From an optimization exercise on the open Yosys and OpenROAD flow, aimed at small area, a short achievable clock period and few clock cycles; shortcuts taken in it are not production practice.
In this exercise RTL edits were held to simulation tests only and were not proved equivalent to the original.
Power figures rest on the tool's default switching activity, not on a simulated workload.

==> run a: inputs <==
// tgui_blit
module tgui_blit (
    input             clk,
    input             rst,
    input             cmd_valid,
    input      [7:0]  cmd_code,
    input      [7:0]  cmd_rop,
    input      [15:0] cmd_flags,
    input      [31:0] cmd_fg,
    input      [31:0] cmd_bg,
    input      [15:0] cmd_dst_x,
    input      [15:0] cmd_dst_y,
    input      [15:0] cmd_src_x,
    input      [15:0] cmd_src_y,
    input      [15:0] cmd_size_x,
    input      [15:0] cmd_size_y,
    input      [15:0] cmd_clip_left,
    input      [15:0] cmd_clip_top,
    input      [15:0] cmd_clip_right,
    input      [15:0] cmd_clip_bottom,
    input      [9:0]  cmd_rowoffset,
    input      [1:0]  cmd_bpp,
    input             pat_we,
    input      [5:0]  pat_addr,
    input      [7:0]  pat_data,
    output            busy,
    output            mem_req,
    output            mem_we,
    output     [19:0] mem_addr,
    output     [1:0]  mem_size,
    output     [31:0] mem_wdata,
    input             mem_ready,
    input             mem_rvalid,
    input      [31:0] mem_rdata
);
==> flow/config.mk <==
export PLATFORM = sky130hd
export DESIGN_NAME = tgui_blit
export DESIGN_NICKNAME = tgui_blit
export VERILOG_FILES = /design/flow/design.v
export SDC_FILE = /design/flow/constraint.sdc
export NUM_CORES = 4
export LEC_CHECK = 0
export ABC_AREA = 1
export CAP_MARGIN = 20
export CORE_MARGIN = 2
export CORE_UTILIZATION = 55
export PLACE_DENSITY = 0.7
export SETUP_SLACK_MARGIN = 5
export SLEW_MARGIN = 20
==> flow/constraint.sdc <==
create_clock -name core_clock -period 12.0 [get_ports {clk}]
set_input_delay 2.4000 -clock core_clock [delete_from_list [all_inputs] [get_ports {clk}]]
set_output_delay 2.4000 -clock core_clock [all_outputs]
set_load 0.01 [all_outputs]
standard.sh (not shown) runs the stock make flow with config.mk's settings and CLKGATE_MAP_FILE= SYNTH_SCRIPT=/design/flow/synth_recipe.tcl, a recipe that flattens the netlist after the stock synthesis.
==> flow/flow/run.sh <==
#!/bin/bash
set -euo pipefail
bash standard.sh SETUP_SLACK_MARGIN=8 "BUFFER_PORTS_ARGS=-buffer_cell sky130_fd_sc_hd__buf_2" finish > layout_make.log 2>&1
==> inputs of run b, as changes to run a <==
--- a/flow/design.v
+++ b/flow/design.v
@@ -95,15 +95,15 @@
     reg [95:0] e_dat_v;
     reg [23:0] e_pb_v;
     reg [1:0] tq0, tq1, tq2;
     reg [1:0] tcnt;
     reg        o_req, o_we;
     reg [1:0]  o_slot;
     reg [19:0] o_addr;
-    reg [1:0]  o_size;
+    reg [31:0] o_wdata;
     wire [1:0]  in_sh   = (cmd_bpp == 2'd0) ? 2'd0 : (cmd_bpp == 2'd1) ? 2'd1 : 2'd2;
     wire        in_use_src = (((cmd_rop & 8'h33) ^ ((cmd_rop >> 2) & 8'h33)) != 8'h00);
     wire        in_use_dst = (((cmd_rop ^ (cmd_rop >> 1)) & 8'h55) != 8'h00);
     wire        in_line = (cmd_code == 8'h04);
     wire        in_vec  = (cmd_code == 8'h05) || (cmd_code == 8'h06);
     wire [2:0]  in_dir  = cmd_flags[10:8];
     wire        in_xneg = in_vec ? (in_dir == 3'd3 || in_dir == 3'd4 || in_dir == 3'd5) : cmd_flags[F_XNEG];
@@ -112,16 +112,14 @@
     wire        in_vyen = !in_vec || !(in_dir == 3'd0 || in_dir == 3'd4);
     wire [19:0] in_xb   = {17'd0, in_sh == 2'd2, in_sh == 2'd1, in_sh == 2'd0};
     wire [19:0] in_xdb  = in_xneg ? (20'd0 - in_xb) : in_xb;
     wire [19:0] in_ro8  = {7'd0, cmd_rowoffset, 3'd0};
     wire [19:0] in_yb   = in_yneg ? (20'd0 - in_ro8) : in_ro8;
     wire [14:0] in_szx  = cmd_size_x[15] ? 15'd0 : cmd_size_x[14:0];
     wire [14:0] in_szy  = cmd_size_y[15] ? 15'd0 : cmd_size_y[14:0];
-    wire [19:0] in_xrs  = {5'd0, in_szx} << in_sh;
-    wire [19:0] in_q2   = in_vec ? (in_vxen ? in_xdb : 20'd0) : (in_xrs ^ {20{!in_xneg}});
     wire [31:0] in_em   = (in_sh == 2'd0) ? 32'h000000ff : (in_sh == 2'd1) ? 32'h0000ffff : 32'hffffffff;
     wire [31:0] in_tcol = cmd_flags[F_TRANSREV] ? cmd_fg : cmd_bg;
     wire        in_trfg = (((cmd_fg ^ in_tcol) & in_em) == 32'd0);
     wire        in_trbg = (((cmd_bg ^ in_tcol) & in_em) == 32'd0);
     wire        in_tz   = ((in_tcol & in_em) == 32'd0);
     wire        in_thz  = ((in_tcol[31:8] & in_em[31:8]) == 24'd0);
     wire [9:0] ro_a = (cmd_rowoffset[9:2] == 8'd0) ? {cmd_rowoffset[1:0], 8'd0} : cmd_rowoffset;
@@ -224,16 +222,16 @@
     wire p_take   = sel_p || alloc_w;
     wire p_pop    = p_take || (p_val && p_tr);   
     wire adv      = running && !stop_now && !skip_now && (q_cnt != 2'd2);
     wire p_load   = adv && clip_ok;
     assign mem_req   = o_req;
     assign mem_we    = o_we;
     assign mem_addr  = o_addr;
-    assign mem_size  = o_size;
-    assign mem_wdata = e_dat_v[32*o_slot +: 32];
+    assign mem_size  = sh;
+    assign mem_wdata = o_wdata;
     reg  [2:0] ev;                       
     assign busy = (phase != P_IDLE) || p_val || (|ev);
     wire taken    = o_req && mem_ready;
     wire rd_taken = taken && !o_we;
     wire        err_ge  = !err[31];
     wire        last    = (mode == M_BLT) ? (row_end && ycnt == 15'd0) : (ycnt == 15'd0);
     wire        use_b   = (mode == M_BLT) ? row_end : (mode == M_LINE) ? err_ge : 1'b1;
@@ -251,18 +249,19 @@
     wire [19:0] stp  = skip_now ? (xcs ^ {20{xneg}}) : use_b ? stepB : stepA;
     wire [19:0] da_a = running ? dst_a : setup_fin ? dst_a : {dst_a[18:0], 1'b0};
     wire [19:0] da_b = running ? stp   : setup_fin ? xs    : (ro_n[9] ? y8 : 20'd0);
     wire [19:0] sa_a = running ? src_a : setup_fin ? src_a : {src_a[18:0], 1'b0};
     wire [19:0] sa_b = running ? stp   : setup_fin ? sxs   : (ro_n[9] ? sy8 : 20'd0);
     wire [19:0] da_n = da_a + da_b + {19'd0, running && s_inv};
     wire [19:0] sa_n = sa_a + sa_b + {19'd0, running && s_inv};
+    wire [19:0] xrs  = {5'd0, xrel} << sh;
     wire [19:0] xdb  = xneg ? (20'd0 - {17'd0, sh == 2'd2, sh == 2'd1, sh == 2'd0})
                             : {17'd0, sh == 2'd2, sh == 2'd1, sh == 2'd0};
     wire        q2_inv = (mode == M_BLT) && !xneg;
-    wire [19:0] q2   = (mode == M_LINE) ? xdb : err[19:0];
+    wire [19:0] q2   = (mode == M_BLT) ? (xrs ^ {20{q2_inv}}) : vxen ? xdb : 20'd0;
     reg [8:0] e_st_n;
     integer k;
     always @* begin
         e_st_n = e_st_v;
         for (k = 0; k < 3; k = k + 1) begin
             if (taken && o_we && o_slot == k)
                 e_st_n[3*k +: 3] = E_FREE;
@@ -317,14 +316,15 @@
                 end else if (sel_nd) begin
                     o_slot <= nd_i;
                     o_addr <= e_dst_v[20*nd_i +: 20];
                 end else begin
                     o_slot <= free_i;
                     o_addr <= (srcm == SRC_DISP) ? p_src : p_dst;
                 end
+                o_wdata <= sel_rvw ? m_out : e_dat_v[32*nw_i +: 32];
             end
             e_st_v <= e_st_n;
             for (i = 0; i < 3; i = i + 1) begin
                 ev[i] <= (e_st_n[3*i +: 3] != E_FREE);
                 if (rv && rt == i)
                     e_dat_v[32*i +: 32] <= (rt_ws && usedst) ? rdm : m_out;
                 if (p_take && free_i == i) begin
@@ -354,15 +354,14 @@
             case (phase)
             P_IDLE: begin
                 if (cmd_valid && !busy) begin
                     rop_s    <= cmd_rop;
                     fg_s     <= cmd_fg;
                     bg_s     <= cmd_bg;
                     sh       <= in_sh;
-                    o_size   <= in_sh;
                     em1      <= (in_sh != 2'd0);
                     em2      <= (in_sh == 2'd2);
                     tr_fg    <= in_trfg;
                     tr_bg    <= in_trbg;
                     tr_cst   <= cmd_flags[F_SRCMONO] ? in_trbg : in_tz;
                     thz      <= in_thz;
                     xz       <= (in_szx == 15'd0);
@@ -371,15 +370,15 @@
                     clip_r   <= cmd_clip_right;
                     clip_b   <= cmd_clip_bottom;
                     x0       <= cmd_dst_x;
                     dx       <= {{2{cmd_dst_x[15]}}, cmd_dst_x};
                     dy       <= {{2{cmd_dst_y[15]}}, cmd_dst_y};
                     k1_s     <= cmd_src_y;
                     k2_s     <= cmd_src_x;
-                    err      <= in_line ? {{16{cmd_size_x[15]}}, cmd_size_x} : {12'd0, in_q2};
+                    err      <= {{16{cmd_size_x[15]}}, cmd_size_x};
                     xrel     <= in_szx;
                     xcnt     <= in_szx;
                     ycnt     <= (cmd_code == 8'h03) ? 15'd0 : in_szy;
                     usedst   <= in_use_dst;
                     transrev <= cmd_flags[F_TRANSREV];
                     srcmono  <= cmd_flags[F_SRCMONO];
                     patmono  <= cmd_flags[F_PATMONO] && !(in_line || in_vec);
==> flow/flow/run.sh (replaced) <==
#!/bin/bash
set -euo pipefail
bash standard.sh SETUP_SLACK_MARGIN=8.5 "BUFFER_PORTS_ARGS=-buffer_cell sky130_fd_sc_hd__buf_2" finish > layout_make.log 2>&1
==> qor summary <==
| quantity | run b | run a |
|---|---|---|
| Vias per inst | 6.394 | 6.191 |
| Area Growth Syn to Fin | 25.84% | 17.33% |
| FP Rows | 133 | 132 |
| Status | failed layout checks | complete, no violations |
| Violated checks | capacitance limit, slew limit | - |
| Class of the most critical setup path | reg2reg | reg2out |
| Adder-Cell Fraction of Synth Area | 0.03712 | 0.03782 |
| Number of synthesized flops with an enable pin | 1,262 | 1,230 |
| Sequential fraction of total cell area | 0.4176 | 0.4448 |
| Via count of the first global-routing pass | 61.13k | 58.58k |
| WL met2 | 121,500 microns | 111,600 microns |
| Actual slew at the worst max-slew pin | 2.020 ns | 1.162 ns |
| Std-Cell Core Area | 0.1316 sq mm | 0.1293 sq mm |
| Seq group | 5.74 mW | 5.49 mW |
Testbench counts of run a, summed over its fixed seeds: cycles 298,733.
Testbench counts of run b, summed over its fixed seeds: cycles 298,733.

[re-timing with driven ports]
The flow's constraints put no driver on any port. The routed layouts listed below were extracted and timed again, unchanged, in two steps. Step 1, drivers: a clkbuf_16 drives clk and a buf_2 each remaining input, both assumed. Step 2 moves the port delays by t, midway between the first and last clock arrival at a register: inputs arrive t later, outputs are due t later. That takes back most of the time a late clock gives input paths. a / b / c = ideal / step 1 / step 2; a / b = the first two.
run	shift t [ns]	setup slack, ns	worst setup path at the end	clock arrival spread, ns	pins driven straight from the clock port
run a	0.873	7.182 / 7.102 / 7.116	input to register	0.064 / 0.064	1
run b	0.891	7.580 / 7.580 / 7.152	input to register	0.058 / 0.057	1
For run b, which loses most, drivers alone change the setup slack by 0.000 ns; drivers and shift together by -0.428 ns.
